This is an optimization exercise on Yosys and OpenROAD, whose aim is small area, a short achievable clock period and few clock cycles per item, not a production implementation. Only simulation tests tie the RTL to the original design; equivalence was not proved.

==> garnet: inputs <==
==> flow/design.v <==
module dtg_wpe (
    input  wire        clk,
    input  wire        rst,           
    input  wire        start,
    input  wire        op,
    input  wire [31:0] freq_hz,
    input  wire [31:0] duty_raw,      
    input  wire [31:0] dt_raw,        
    input  wire [11:0] div16_in,
    input  wire [15:0] top_in,
    output wire        ready,
    output reg         done,
    output reg         err,
    output reg  [11:0] div16,
    output reg  [15:0] top,
    output wire [31:0] cc,
    output wire [15:0] eff_ticks,
    output wire [31:0] achieved_dt_ns,
    output wire [31:0] achieved_freq
);
    localparam [31:0] K0 = 32'd2000000000;    
    localparam [17:0] K1 = 18'd244140;        
    reg        busy;
    reg aSET, aDIV, aDINC, aD1, aD2, aC, aWM, aFIN, aDONE;
    reg phQ, phC;            
    reg ksel;                
    reg d16;                 
    reg topv;                
    reg d2v;                 
    reg dv;                  
    reg [29:0] ra;           
    reg [29:0] ya;           
    reg [25:0] qa;           
    reg  [4:0] cnta;         
    reg        kb;           
    reg mWTOP, mD2, mA, mWT, mE2, mE3, mADT, mDONE;
    reg needd2;
    reg [18:0] acc;          
    reg  [3:0] cntm;
    reg [16:0] duty_q;       
    reg  [2:0] mwin;         
    reg tWD, tSAT, tDIV, tDONE;
    reg [12:0] rt;           
    reg [15:0] nq;           
    reg  [4:0] cntt;
    reg        sat;
    reg [15:0] a_r;
    reg [15:0] b_r;
    reg [26:0] adt;
    assign ready          = ~busy;
    assign cc             = {b_r, a_r};
    assign eff_ticks      = nq;
    assign achieved_dt_ns = {5'd0, adt};
    assign achieved_freq  = {7'd0, qa[24:0]};
    wire        f_err   = (freq_hz < 32'd4) | (freq_hz > 32'd41666666);
    wire        f_big   = (freq_hz > 32'd953);
    wire        d16_in  = (div16_in == 12'd16);
    wire [16:0] duty_c  = duty_raw[31]               ? 17'd0 :
                          (duty_raw > 32'h0001_0000) ? 17'h1_0000 :
                                                       duty_raw[16:0];
    wire [27:0] dt_c    = dt_raw[31]          ? 28'd0 :
                          (|dt_raw[30:27])    ? 28'h800_0000 :
                                                {1'b0, dt_raw[26:0]};
    function [4:0] msb30(input [29:0] v);
        integer i;
        begin
            msb30 = 5'd0;
            for (i = 0; i < 30; i = i + 1)
                if (v[i]) msb30 = i[4:0];
        end
    endfunction
    function kbit(input [4:0] idx);
        begin
            kbit = (idx != 5'd31) & K0[idx];
        end
    endfunction
    wire [4:0]  ym      = msb30(ya);
    wire [4:0]  s0      = 5'd31 - ym;
    wire [4:0]  k_init  = 5'd30 - ym;
    wire [31:0] r_init  = K0 >> s0;
    wire        kb_init = kbit(k_init);
    wire        kb_next = kbit(cnta - 5'd1);
    wire        alast   = (cnta == {1'b0, ksel, ksel, 1'b0, ksel});    
    wire [30:0] sh      = {ra, kb};
    wire [31:0] ax = ({32{aDIV}} & {1'b0, sh}) |
                     ({32{aD1}}  & {2'b0, ra}) |
                     ({32{aD2}}  & {14'd0, K1});
    wire [31:0] ay = {2'b0, ya};
    wire [25:0] qinc = qa + 26'd1;
    wire [16:0] qdec = qa[16:0] - 17'd1;
    wire [31:0] az  = ax - ay;
    wire        age = ~az[31];
    function [2:0] dwin(input [11:0] d, input [3:0] j);
        reg [14:0] dx;
        begin
            dx   = {2'b00, d, 1'b0};
            dwin = dx >> {j[2:0], 1'b0};
        end
    endfunction
    wire        bneg = mwin[2] & ~(mwin[1] & mwin[0]);
    wire        btwo = (mwin == 3'b011) | (mwin == 3'b100);
    wire        bone = mwin[1] ^ mwin[0];
    wire [15:0] mx   = mADT ? nq : top;
    wire [18:0] bmag = ({19{btwo}} & {2'b0, mx, 1'b0}) | ({19{bone}} & {3'b0, mx});
    wire        mB   = mD2 | mA | mADT;
    wire [18:0] mxo = ({19{mB}}       & acc) |
                      ({19{mWT}}      & {3'b0, a_r}) |
                      ({19{mE3}}      & {3'b0, b_r});
    wire [18:0] myo = ({19{mB}}  & (bmag ^ {19{bneg}})) |
                      ({19{mWT}} & {3'b0, nq}) |
                      ({19{mE3}} & ~{3'b0, a_r});
    wire        mcin = (mB & bneg) | (mWT & (|rt)) | mE3;
    wire [19:0] msum1 = {mxo, 1'b1} + {myo, mcin};    
    wire [18:0] msum = msum1[19:1];
    wire        s_lt = acc[16:0] < {1'b0, top};
    wire [18:0] mshr = {{2{msum[18]}}, msum[18:2]};
    wire [3:0]  cntm1 = cntm + 4'd1;
    wire [12:0] tsh  = tSAT ? rt : {rt[11:0], nq[15]};
    wire [13:0] tz   = {1'b0, tsh} - {2'b0, div16};
    wire        tge  = ~tz[13];
    wire a_fin = aFIN | aDONE;
    wire m_fin = mDONE | (mADT & (cntm == 4'd6)) | (mE3 & d16);
    wire fin   = a_fin & m_fin;
    always @(posedge clk) begin
            done <= 1'b0;
            if (!busy) begin
                err    <= ~op & f_err;
                topv   <= 1'b0;
                d2v    <= 1'b0;
                dv     <= 1'b0;
                sat    <= 1'b0;
                duty_q <= duty_c;
                rt     <= dt_c[27:15];
                nq     <= {dt_c[14:0], 1'b0};
                cntm   <= 4'd0;
                ya     <= {freq_hz[25:0], 4'd0};
                div16  <= op ? div16_in : 12'd16;
                top    <= top_in;
                acc    <= d16_in ? 19'd1 : {7'd0, div16_in};
                mwin   <= d16_in ? 3'b001 : {div16_in[1:0], 1'b0};
                d16    <= op ? d16_in : f_big;
                needd2 <= op | ~f_big;
                ksel   <= ~op & ~f_big;
                phQ    <= ~op & ~f_big;
                phC    <= ~op & f_big;
                if (start) begin
                    busy   <= 1'b1;
                    if (op) begin
                        mD2    <= 1'b1;
                        aWM    <= 1'b1;
                        tSAT   <= 1'b1;
                    end else if (f_err) begin
                        aDONE  <= 1'b1;
                        mDONE  <= 1'b1;
                        tDONE  <= 1'b1;
                    end else if (f_big) begin
                        aSET   <= 1'b1;
                        mWTOP  <= 1'b1;
                        tSAT   <= 1'b1;
                    end else begin
                        aSET   <= 1'b1;
                        mWTOP  <= 1'b1;
                        tWD    <= 1'b1;
                    end
                end
            end else begin
                if (aSET) begin
                    ra   <= r_init[29:0];
                    cnta <= k_init;
                    kb   <= kb_init;
                    qa   <= 26'd0;
                    aSET <= 1'b0;
                    aDIV <= 1'b1;
                end
                if (aDIV) begin
                    ra   <= age ? az[29:0] : sh[29:0];
                    qa   <= {qa[24:0], age};
                    cnta <= cnta - 5'd1;
                    kb   <= kb_next;
                    if (alast) begin
                        aDIV  <= 1'b0;
                        aDINC <= phQ;
                        aC    <= phC;
                        aFIN  <= ~phQ & ~phC;
                    end
                end
                if (aDINC) begin
                    div16 <= qinc[11:0];
                    dv    <= 1'b1;
                    aDINC <= 1'b0;
                    aD1   <= 1'b1;
                end
                if (aD1) begin
                    ya  <= az[29:0];
                    aD1 <= 1'b0;
                    aD2 <= 1'b1;
                end
                if (aD2) begin
                    ya   <= {4'd0, az[29:4]};
                    ksel <= 1'b0;
                    phQ  <= 1'b0;
                    phC  <= 1'b1;
                    aD2  <= 1'b0;
                    aSET <= 1'b1;
                end
                if (aC) begin
                    qa   <= {1'b0, qinc[25:1]};
                    top  <= qdec[16:1];
                    topv <= 1'b1;
                    phC  <= 1'b0;
                    aC   <= 1'b0;
                    if (d16) begin
                        ya   <= {9'd0, qinc[17:1], 4'd0};
                        aSET <= 1'b1;
                    end else begin
                        aWM  <= 1'b1;
                    end
                end
                if (aWM && d2v) begin
                    aWM  <= 1'b0;
                    aSET <= 1'b1;
                end
                if (aFIN) begin
                    qa    <= {1'b0, qinc[25:1]};
                    aFIN  <= 1'b0;
                    aDONE <= 1'b1;
                end
                if (mWTOP && topv) begin
                    cntm  <= 4'd0;
                    mWTOP <= 1'b0;
                    if (needd2) begin
                        acc  <= {7'd0, div16};
                        mwin <= {div16[1:0], 1'b0};
                        mD2  <= 1'b1;
                    end else begin
                        acc  <= 19'd0;
                        mwin <= {duty_q[1:0], 1'b0};
                        mA   <= 1'b1;
                    end
                end
                if (mD2) begin
                    ya[13:0] <= {msum[1:0], ya[13:2]};
                    acc  <= mshr;
                    cntm <= cntm1;
                    mwin <= dwin(div16, cntm1);
                    if (d16) begin
                        ya   <= {9'd0, msum[16:0], 4'd0};
                        d2v  <= 1'b1;
                        acc  <= 19'd0;
                        cntm <= 4'd0;
                        mwin <= {duty_q[1:0], 1'b0};
                        mD2  <= 1'b0;
                        mA   <= 1'b1;
                    end
                    if (cntm == 4'd6) begin
                        ya[29:14] <= mshr[15:0];
                        d2v  <= 1'b1;
                        acc  <= 19'd0;
                        cntm <= 4'd0;
                        mwin <= {duty_q[1:0], 1'b0};
                        mD2  <= 1'b0;
                        mA   <= 1'b1;
                    end
                end
                if (mA) begin
                    acc    <= mshr;
                    duty_q <= {2'b00, duty_q[16:2]};
                    mwin   <= {duty_q[3:1]};
                    cntm   <= cntm1;
                    if (cntm == 4'd8) begin
                        a_r <= msum[15:0];
                        mA  <= 1'b0;
                        mWT <= 1'b1;
                    end
                end
                if (mWT && tDONE) begin
                    mWT <= 1'b0;
                    if (sat) begin
                        b_r <= top;
                        mE3 <= 1'b1;
                    end else begin
                        acc <= msum;
                        mE2 <= 1'b1;
                    end
                end
                if (mE2) begin
                    b_r <= s_lt ? acc[15:0] : top;
                    mE2 <= 1'b0;
                    mE3 <= 1'b1;
                end
                if (mE3) begin
                    nq   <= msum[15:0];
                    adt  <= {8'd0, msum[15:0], 3'd0};
                    acc  <= 19'd1;
                    cntm <= 4'd0;
                    mwin <= {div16[1:0], 1'b0};
                    mE3  <= 1'b0;
                    mADT <= ~d16;
                    mDONE <= d16;
                end
                if (mADT) begin
                    adt[12:0] <= {msum[1:0], adt[12:2]};
                    acc  <= mshr;
                    cntm <= cntm1;
                    mwin <= dwin(div16, cntm1);
                    if (cntm == 4'd6) begin
                        adt[26:13] <= mshr[13:0];
                        mADT  <= 1'b0;
                        mDONE <= 1'b1;
                    end
                end
                if (tWD && dv) begin
                    tWD  <= 1'b0;
                    tSAT <= 1'b1;
                end
                if (tSAT) begin
                    tSAT <= 1'b0;
                    if (tge) begin
                        sat   <= 1'b1;
                        tDONE <= 1'b1;
                    end else begin
                        cntt <= 5'd16;
                        tDIV <= 1'b1;
                    end
                end
                if (tDIV) begin
                    rt   <= tge ? tz[12:0] : tsh;
                    nq   <= {nq[14:0], tge};
                    cntt <= cntt - 5'd1;
                    if (cntt == 5'd1) begin
                        tDIV  <= 1'b0;
                        tDONE <= 1'b1;
                    end
                end
                if (fin) begin
                    done  <= 1'b1;
                    busy  <= 1'b0;
                    {aSET, aDIV, aDINC, aD1, aD2, aC, aWM, aFIN, aDONE} <= 9'd0;
                    {mWTOP, mD2, mA, mWT, mE2, mE3, mADT, mDONE} <= 8'd0;
                    {tWD, tSAT, tDIV, tDONE} <= 4'd0;
                end
            end
        if (rst) begin
            busy  <= 1'b0;
            done  <= 1'b0;
            {aSET, aDIV, aDINC, aD1, aD2, aC, aWM, aFIN, aDONE} <= 9'd0;
            {mWTOP, mD2, mA, mWT, mE2, mE3, mADT, mDONE} <= 8'd0;
            {tWD, tSAT, tDIV, tDONE} <= 4'd0;
        end
    end
endmodule
==> flow/flow/run.sh <==
#!/bin/bash
set -euo pipefail
cd "$(dirname "$0")/.."
export SETUP_SLACK_MARGIN=6
bash standard.sh > standard.log 2>&1
==> flow/standard.sh <==
#!/bin/bash
# synth_recipe.tcl (not shown) runs the flow's synth.tcl, then flattens the netlist and writes it again
# the make line also repeats each setting of config.mk as NAME=value (left out here)
make -C /OpenROAD-flow-scripts/flow DESIGN_CONFIG=/design/flow/config.mk WORK_HOME=/design/flow/orfs CLKGATE_MAP_FILE= SYNTH_SCRIPT=/design/flow/synth_recipe.tcl "${@:-finish}"
==> flow/config.mk <==
export PLATFORM = sky130hd
export DESIGN_NAME = dtg_wpe
export DESIGN_NICKNAME = dtg_wpe
export VERILOG_FILES = /design/flow/design.v
export SDC_FILE = /design/flow/constraint.sdc
export NUM_CORES = 4
export LEC_CHECK = 0
export CAP_MARGIN = 20
export CORE_MARGIN = 2
export CORE_UTILIZATION = 40
export PLACE_DENSITY = 0.6
export SLEW_MARGIN = 20
==> flow/constraint.sdc <==
create_clock -name core_clock -period 10.0 [get_ports {clk}]
set_input_delay 2.0000 -clock core_clock [delete_from_list [all_inputs] [get_ports {clk}]]
set_output_delay 2.0000 -clock core_clock [all_outputs]
set_load 0.01 [all_outputs]
==> inputs of zinc, as changes to garnet <==
--- a/flow/design.v
+++ b/flow/design.v
@@ -124,40 +124,48 @@
     always @(posedge clk) begin
             done <= 1'b0;
             if (!busy) begin
-                err    <= ~op & f_err;
-                topv   <= 1'b0;
-                d2v    <= 1'b0;
-                dv     <= 1'b0;
-                sat    <= 1'b0;
-                duty_q <= duty_c;
-                rt     <= dt_c[27:15];
-                nq     <= {dt_c[14:0], 1'b0};
-                cntm   <= 4'd0;
-                ya     <= {freq_hz[25:0], 4'd0};
-                div16  <= op ? div16_in : 12'd16;
-                top    <= top_in;
-                acc    <= d16_in ? 19'd1 : {7'd0, div16_in};
-                mwin   <= d16_in ? 3'b001 : {div16_in[1:0], 1'b0};
-                d16    <= op ? d16_in : f_big;
-                needd2 <= op | ~f_big;
-                ksel   <= ~op & ~f_big;
-                phQ    <= ~op & ~f_big;
-                phC    <= ~op & f_big;
                 if (start) begin
                     busy   <= 1'b1;
+                    err    <= 1'b0;
+                    topv   <= 1'b0;
+                    d2v    <= 1'b0;
+                    dv     <= 1'b0;
+                    sat    <= 1'b0;
+                    duty_q <= duty_c;
+                    rt     <= dt_c[27:15];
+                    nq     <= {dt_c[14:0], 1'b0};
+                    ksel   <= 1'b0;
+                    cntm   <= 4'd0;
+                    phQ    <= 1'b0;
+                    phC    <= 1'b0;
+                    ya     <= {freq_hz[25:0], 4'd0};
+                    div16  <= op ? div16_in : 12'd16;
+                    top    <= top_in;
                     if (op) begin
+                        d16    <= d16_in;
+                        needd2 <= 1'b1;
+                        acc    <= d16_in ? 19'd1 : {7'd0, div16_in};
+                        mwin   <= d16_in ? 3'b001 : {div16_in[1:0], 1'b0};
                         mD2    <= 1'b1;
                         aWM    <= 1'b1;
                         tSAT   <= 1'b1;
                     end else if (f_err) begin
+                        err    <= 1'b1;
                         aDONE  <= 1'b1;
                         mDONE  <= 1'b1;
                         tDONE  <= 1'b1;
                     end else if (f_big) begin
+                        d16    <= 1'b1;
+                        needd2 <= 1'b0;
+                        phC    <= 1'b1;
                         aSET   <= 1'b1;
                         mWTOP  <= 1'b1;
                         tSAT   <= 1'b1;
                     end else begin
+                        d16    <= 1'b0;
+                        needd2 <= 1'b1;
+                        ksel   <= 1'b1;
+                        phQ    <= 1'b1;
                         aSET   <= 1'b1;
                         mWTOP  <= 1'b1;
                         tWD    <= 1'b1;
==> flow/run.sh (new file) <==
#!/bin/bash
# synth_recipe.tcl (not shown) runs the flow's synth.tcl, then flattens the netlist and writes it again
# the make line also repeats each setting of config.mk as NAME=value (left out here)
make -C /OpenROAD-flow-scripts/flow DESIGN_CONFIG=/design/flow/config.mk WORK_HOME=/design/flow/orfs CLKGATE_MAP_FILE= SYNTH_SCRIPT=/design/flow/synth_recipe.tcl finish
removed: flow/flow/run.sh
removed: flow/standard.sh
==> impl_metrics.xml <==
<?xml version="1.0" encoding="UTF-8"?>
<metrics>
  <group name="final_layout">
    <metric name="num-clock-buffers" unit="">52</metric>
  </group>
  <group name="power_and_ir_drop">
    <metric name="pwr.group.combinational" unit="mW">1.14</metric>
  </group>
  <group name="place">
    <metric name="pre_cts_ws" unit="ns">4.75</metric>
  </group>
  <group name="outcome">
    <metric name="outcome" unit="">no timing/DRC/antenna violations</metric>
  </group>
  <group name="critical_path">
    <metric name="regToRegStartpoint" unit="">mA</metric>
  </group>
</metrics>
(the above is from zinc)
==> impl_metrics.xml <==
<?xml version="1.0" encoding="UTF-8"?>
<metrics>
  <group name="final_layout">
    <metric name="num-clock-buffers" unit="">47</metric>
    <metric name="fin_cells" unit="">3480</metric>
  </group>
  <group name="outcome">
    <metric name="outcome" unit="">no timing/DRC/antenna violations</metric>
  </group>
  <group name="power_and_ir_drop">
    <metric name="power.density" unit="nW/um^2">164</metric>
    <metric name="pwr.group.combinational" unit="mW">1.42</metric>
  </group>
  <group name="clock_tree">
    <metric name="cts_num_sinks" unit="">288</metric>
  </group>
  <group name="critical_path">
    <metric name="cp.buffers_inverters" unit="">2</metric>
  </group>
</metrics>
(the above is from garnet)
Testbench counts of garnet, summed over its fixed seeds: cycles 86,784, items 2,400.
Testbench counts of zinc, summed over its fixed seeds: cycles 86,784, items 2,400.

separate check: timing with driven ports:
In the flow no input, the clock included, has a driving cell. The finished layouts below were timed again as built, in two steps.
Step 1 (the two cells are an assumption about what drives the block):
set clk [get_ports {clk}]
set_driving_cell -lib_cell sky130_fd_sc_hd__clkbuf_16 $clk
set_driving_cell -lib_cell sky130_fd_sc_hd__buf_2 [delete_from_list [all_inputs] $clk]
Step 2, shift: input delay + t, output delay - t, t = (earliest + latest rising clock arrival at the registers) / 2. This alone moves slack from input paths to output paths.
Slacks: ideal ports / drivers / drivers and shift; pairs: ideal ports / drivers.
run | t (ns) | slack for setup (ns) | hold slack, ns
garnet | 0.625 | 6.032 / 6.034 / 5.437 | 0.496 / 0.496 / 0.496
zinc | 0.625 | 4.609 / 4.609 / 4.609 | 0.474 / 0.474 / 0.474
After both steps every run listed still meets setup and hold. For garnet, which loses most, drivers alone change the setup slack by +0.002 ns; drivers and shift together by -0.595 ns.
